What follows belongs to an exercise in optimizing a design on an open flow for small area; a production flow would make more cautious choices.
No activity file was given, so power comes from the tool's default toggle rates.

== the baseline ==
==> flow/design.v <==
module ipc_rx_deframer (
    input  wire       clk,
    input  wire       rst,         
    input  wire       s_valid,
    output wire       s_ready,
    input  wire [7:0] s_data,
    output reg        m_valid,
    input  wire       m_ready,
    output reg  [7:0] m_data,
    output reg        m_last,
    output reg        hdr_err,     
    output reg        crc_err      
);
    localparam integer K  = 6;           
    localparam integer D  = 23;          
    localparam integer DL = 22;
    localparam integer R  = (K - 1) * D + DL;    
    localparam integer JW = 3;           
    localparam integer OW = 5;           
    localparam [1:0] S_SEARCH = 2'd0, S_PARSE = 2'd1, S_DELIVER = 2'd2;
    localparam [1:0] F_HDR = 2'd0, F_PAY = 2'd1, F_CHI = 2'd2, F_CLO = 2'd3;
    function [15:0] crc_byte;
        input [15:0] acc_in;
        input [7:0]  b;
        integer k;
        reg [15:0] acc;
        begin
            acc = acc_in ^ {b, 8'h00};
            for (k = 0; k < 8; k = k + 1)
                acc = acc[15] ? ((acc << 1) ^ 16'h1021) : (acc << 1);
            crc_byte = acc;
        end
    endfunction
    function at_tap;
        input [JW+OW-1:0] p;
        begin
            if (p[JW+OW-1:OW] == K - 1)
                at_tap = (p[OW-1:0] == DL - 1);
            else
                at_tap = (p[OW-1:0] == D - 1);
        end
    endfunction
    function [JW+OW-1:0] rot;
        input [JW+OW-1:0] p;
        begin
            if (at_tap(p))
                rot = {(p[JW+OW-1:OW] == K - 1) ? {JW{1'b0}} : p[JW+OW-1:OW] + 1'b1, {OW{1'b0}}};
            else
                rot = {p[JW+OW-1:OW], p[OW-1:0] + 1'b1};
        end
    endfunction
    reg  [JW+OW-1:0] hp, cp, tp;       
    reg              full;
    reg       ib_v;
    reg [7:0] ib;
    wire wr     = ib_v && at_tap(tp) && !full;      
    assign s_ready = !ib_v || wr;
    wire accept = s_valid && s_ready;
    always @(posedge clk) begin
        if (rst)
            ib_v <= 1'b0;
        else
            ib_v <= accept || (ib_v && !wr);
        if (accept)
            ib <= s_data;
    end
    reg [8*R-1:0] ring;
    integer s;
    always @(posedge clk) begin
        for (s = 0; s < R; s = s + 1) begin
            if (s % D == 0) begin
                if (wr && tp[JW+OW-1:OW] == ((s / D + K - 1) % K))
                    ring[8*s +: 8] <= ib;
                else
                    ring[8*s +: 8] <= ring[8*((s + R - 1) % R) +: 8];
            end else begin
                ring[8*s +: 8] <= ring[8*(s - 1) +: 8];
            end
        end
    end
    reg [7:0] rdata;
    integer t;
    always @(*) begin
        rdata = ring[8*(D-1) +: 8];
        for (t = 1; t < K; t = t + 1)
            if (cp[JW+OW-1:OW] == t)
                rdata = ring[8*((t == K - 1) ? R - 1 : t*D + D-1) +: 8];
    end
    reg [1:0]  state;
    reg [1:0]  fld;             
    reg [1:0]  ms;              
    reg [7:0]  idx;             
    reg        hi_nz;           
    reg        chi_ok;          
    reg [15:0] crc;
    wire avail = (cp != tp) || full;
    wire go    = at_tap(cp) && avail;
    wire take  = go && (state != S_DELIVER || !m_valid || m_ready);
    reg [1:0] fld_n;
    reg [7:0] idx_n;
    always @(*) begin
        fld_n = fld;
        idx_n = idx;
        case (fld)
            F_HDR: begin
                if (idx == 8'd6) begin
                    idx_n = rdata;
                    fld_n = (rdata == 8'd0) ? F_CHI : F_PAY;
                end else
                    idx_n = idx + 8'd1;
            end
            F_PAY: begin
                idx_n = idx - 8'd1;
                if (idx == 8'd1) fld_n = F_CHI;
            end
            F_CHI: fld_n = F_CLO;
            default: fld_n = F_HDR;
        endcase
    end
    wire len_bad = hi_nz || (rdata[7] && rdata[6:0] != 7'd0);
    reg drop, jump, cons;
    always @(*) begin
        cons = take;
        drop = take && (state != S_PARSE);
        jump = 1'b0;
        if (take && state == S_PARSE) begin
            if (fld == F_HDR && idx == 8'd6 && len_bad) jump = 1'b1;
            if (fld == F_CLO) jump = 1'b1;    
        end
    end
    wire [JW+OW-1:0] hp_n = drop ? hp : rot(hp);
    wire [JW+OW-1:0] tp_n = wr ? tp : rot(tp);
    wire [JW+OW-1:0] cp_n = jump ? hp_n : (cons ? cp : rot(cp));
    always @(posedge clk) begin
        if (rst) begin
            hp   <= {(JW+OW){1'b0}};
            cp   <= {(JW+OW){1'b0}};
            tp   <= {(JW+OW){1'b0}};
            full <= 1'b0;
        end else begin
            hp <= hp_n;
            cp <= cp_n;
            tp <= tp_n;
            if (wr && !drop)
                full <= (tp_n == hp_n);
            else if (drop && !wr)
                full <= 1'b0;
        end
    end
    always @(posedge clk) begin
        if (rst) begin
            state   <= S_SEARCH;
            fld     <= F_HDR;
            ms      <= 2'd0;
            idx     <= 8'd0;
            hi_nz   <= 1'b0;
            chi_ok  <= 1'b0;
            crc     <= 16'd0;
            m_valid <= 1'b0;
            m_data  <= 8'd0;
            m_last  <= 1'b0;
            hdr_err <= 1'b0;
            crc_err <= 1'b0;
        end else begin
            hdr_err <= 1'b0;
            crc_err <= 1'b0;
            if (m_valid && m_ready)
                m_valid <= 1'b0;
            if (take) begin
                case (state)
                    S_SEARCH: begin
                        if (rdata == 8'hFF)
                            ms <= 2'd1;
                        else if (ms == 2'd1 && rdata == 8'h55)
                            ms <= 2'd2;
                        else begin
                            ms <= 2'd0;
                            if (ms == 2'd2 && rdata == 8'hAA) begin
                                state <= S_PARSE;
                                fld   <= F_HDR;
                                idx   <= 8'd0;
                                crc   <= 16'd0;
                            end
                        end
                    end
                    S_PARSE: begin
                        fld <= fld_n;
                        idx <= idx_n;
                        if (fld == F_HDR || fld == F_PAY)
                            crc <= crc_byte(crc, rdata);
                        if (fld == F_HDR && idx == 8'd5)
                            hi_nz <= (rdata != 8'd0);
                        if (fld == F_CHI)
                            chi_ok <= (rdata == crc[15:8]);
                        if (fld == F_HDR && idx == 8'd6 && len_bad) begin
                            hdr_err <= 1'b1;
                            state   <= S_SEARCH;
                        end
                        if (fld == F_CLO) begin
                            fld <= F_HDR;
                            idx <= 8'd0;
                            if (chi_ok && rdata == crc[7:0])
                                state <= S_DELIVER;
                            else begin
                                crc_err <= 1'b1;
                                state   <= S_SEARCH;
                            end
                        end
                    end
                    default: begin    
                        fld     <= fld_n;
                        idx     <= idx_n;
                        m_valid <= 1'b1;
                        m_data  <= rdata;
                        m_last  <= (fld == F_CLO);
                        if (fld == F_CLO)
                            state <= S_SEARCH;
                    end
                endcase
            end
        end
    end
endmodule
clock: 12.0 ns
lec_check: 0
cap_margin: 20
core_margin: 2
core_utilization: 40
cts_buf_list: sky130_fd_sc_hd__clkbuf_4
cts_cluster_diameter: 40
cts_cluster_size: 12
place_density: 0.6
slew_margin: 20
run.sh (not shown) runs the stock make flow with config.mk's settings and CLKGATE_MAP_FILE= SYNTH_SCRIPT=/design/flow/synth_recipe.tcl, a recipe that flattens the netlist after the stock synthesis.
The baseline went all the way through the flow, and no timing, DRC or antenna check failed.
Input-level comparison between the candidate and the baseline:
--- a/flow/design.v
+++ b/flow/design.v
@@ -12,10 +12,9 @@
     output reg        crc_err      
 );
-    localparam integer K  = 6;           
-    localparam integer D  = 23;          
-    localparam integer DL = 22;
-    localparam integer R  = (K - 1) * D + DL;    
-    localparam integer JW = 3;           
-    localparam integer OW = 5;           
+    localparam integer K  = 9;           
+    localparam integer D  = 16;          
+    localparam integer R  = K * D;       
+    localparam integer JW = 4;           
+    localparam integer OW = 4;           
     localparam [1:0] S_SEARCH = 2'd0, S_PARSE = 2'd1, S_DELIVER = 2'd2;
     localparam [1:0] F_HDR = 2'd0, F_PAY = 2'd1, F_CHI = 2'd2, F_CLO = 2'd3;
@@ -32,17 +31,8 @@
         end
     endfunction
-    function at_tap;
-        input [JW+OW-1:0] p;
-        begin
-            if (p[JW+OW-1:OW] == K - 1)
-                at_tap = (p[OW-1:0] == DL - 1);
-            else
-                at_tap = (p[OW-1:0] == D - 1);
-        end
-    endfunction
     function [JW+OW-1:0] rot;
         input [JW+OW-1:0] p;
         begin
-            if (at_tap(p))
+            if (p[OW-1:0] == D - 1)
                 rot = {(p[JW+OW-1:OW] == K - 1) ? {JW{1'b0}} : p[JW+OW-1:OW] + 1'b1, {OW{1'b0}}};
             else
@@ -52,17 +42,6 @@
     reg  [JW+OW-1:0] hp, cp, tp;       
     reg              full;
-    reg       ib_v;
-    reg [7:0] ib;
-    wire wr     = ib_v && at_tap(tp) && !full;      
-    assign s_ready = !ib_v || wr;
-    wire accept = s_valid && s_ready;
-    always @(posedge clk) begin
-        if (rst)
-            ib_v <= 1'b0;
-        else
-            ib_v <= accept || (ib_v && !wr);
-        if (accept)
-            ib <= s_data;
-    end
+    wire wr = s_valid && s_ready;
+    assign s_ready = (tp[OW-1:0] == D - 1) && !full;
     reg [8*R-1:0] ring;
     integer s;
@@ -71,5 +50,5 @@
             if (s % D == 0) begin
                 if (wr && tp[JW+OW-1:OW] == ((s / D + K - 1) % K))
-                    ring[8*s +: 8] <= ib;
+                    ring[8*s +: 8] <= s_data;
                 else
                     ring[8*s +: 8] <= ring[8*((s + R - 1) % R) +: 8];
@@ -85,5 +64,5 @@
         for (t = 1; t < K; t = t + 1)
             if (cp[JW+OW-1:OW] == t)
-                rdata = ring[8*((t == K - 1) ? R - 1 : t*D + D-1) +: 8];
+                rdata = ring[8*(t*D + D-1) +: 8];
     end
     reg [1:0]  state;
@@ -95,5 +74,5 @@
     reg [15:0] crc;
     wire avail = (cp != tp) || full;
-    wire go    = at_tap(cp) && avail;
+    wire go    = (cp[OW-1:0] == D - 1) && avail;
     wire take  = go && (state != S_DELIVER || !m_valid || m_ready);
     reg [1:0] fld_n;
Findings:
Per the comparison of the candidate with the baseline, final non-filler cell area went up 4.9%; part of the Yosys area used for sequential elements fell 1.2 points; delay of the slowest cell on the worst path now sits higher; synthesized area saw an increase; vertical die dimension +about 2.5%.
Looking at tightest slew margin relative to the limit, the candidate sits 6.8 points higher than the baseline does.
Comparing the candidate and the baseline, the higher fmax is on the candidate.
The candidate against the baseline: number of non-clock inverters in the layout now sits higher, number of violations reported at the end of detailed-routing iteration 0 went up 57.
Going from the baseline to the candidate, worst vdd rail ir drop grew by more than 10%.
Summary of the comparison: worst setup slack before clock tree synthesis is lower in the candidate, relative to the baseline.
The baseline -> the candidate: detail-routed via count per cell increased by a few percent
Comparing the candidate and the baseline, the higher met3 track demand over resource in global routing was measured on the baseline.
In the tables for the candidate and the baseline, die area reads higher with the candidate.
No run of this note included a check of the RTL's function; only the layout flow was run.

## separate check: timing with driven ports
The flow's constraints put no driver on any port. The routed layouts listed below were extracted and timed again, unchanged, in two steps.
Step 1 (the two cells are an assumption about what drives the block):
set clk [get_ports {clk}]
set_driving_cell -lib_cell sky130_fd_sc_hd__clkbuf_16 $clk
set_driving_cell -lib_cell sky130_fd_sc_hd__buf_2 [delete_from_list [all_inputs] $clk]
Step 2 adds t to the input delays and takes it off the output delays; t is the mean of the earliest and latest rising clock arrival at the registers after step 1. Input paths then give back, and output paths get back, about the clock's delay inside the block.
Slacks: ideal ports / drivers / drivers and shift; pairs: ideal ports / drivers.
run	t, ns	setup slack, ns	worst register clock-pin slew, ns
the baseline	0.996	6.517 / 6.464 / 6.753	0.12 / 0.12
the candidate	1.004	6.912 / 6.854 / 6.609	0.12 / 0.12
After both steps every run listed still meets setup and hold. The setup slack of the candidate, which loses most, moves by -0.058 ns with the drivers and by -0.303 ns with both steps.
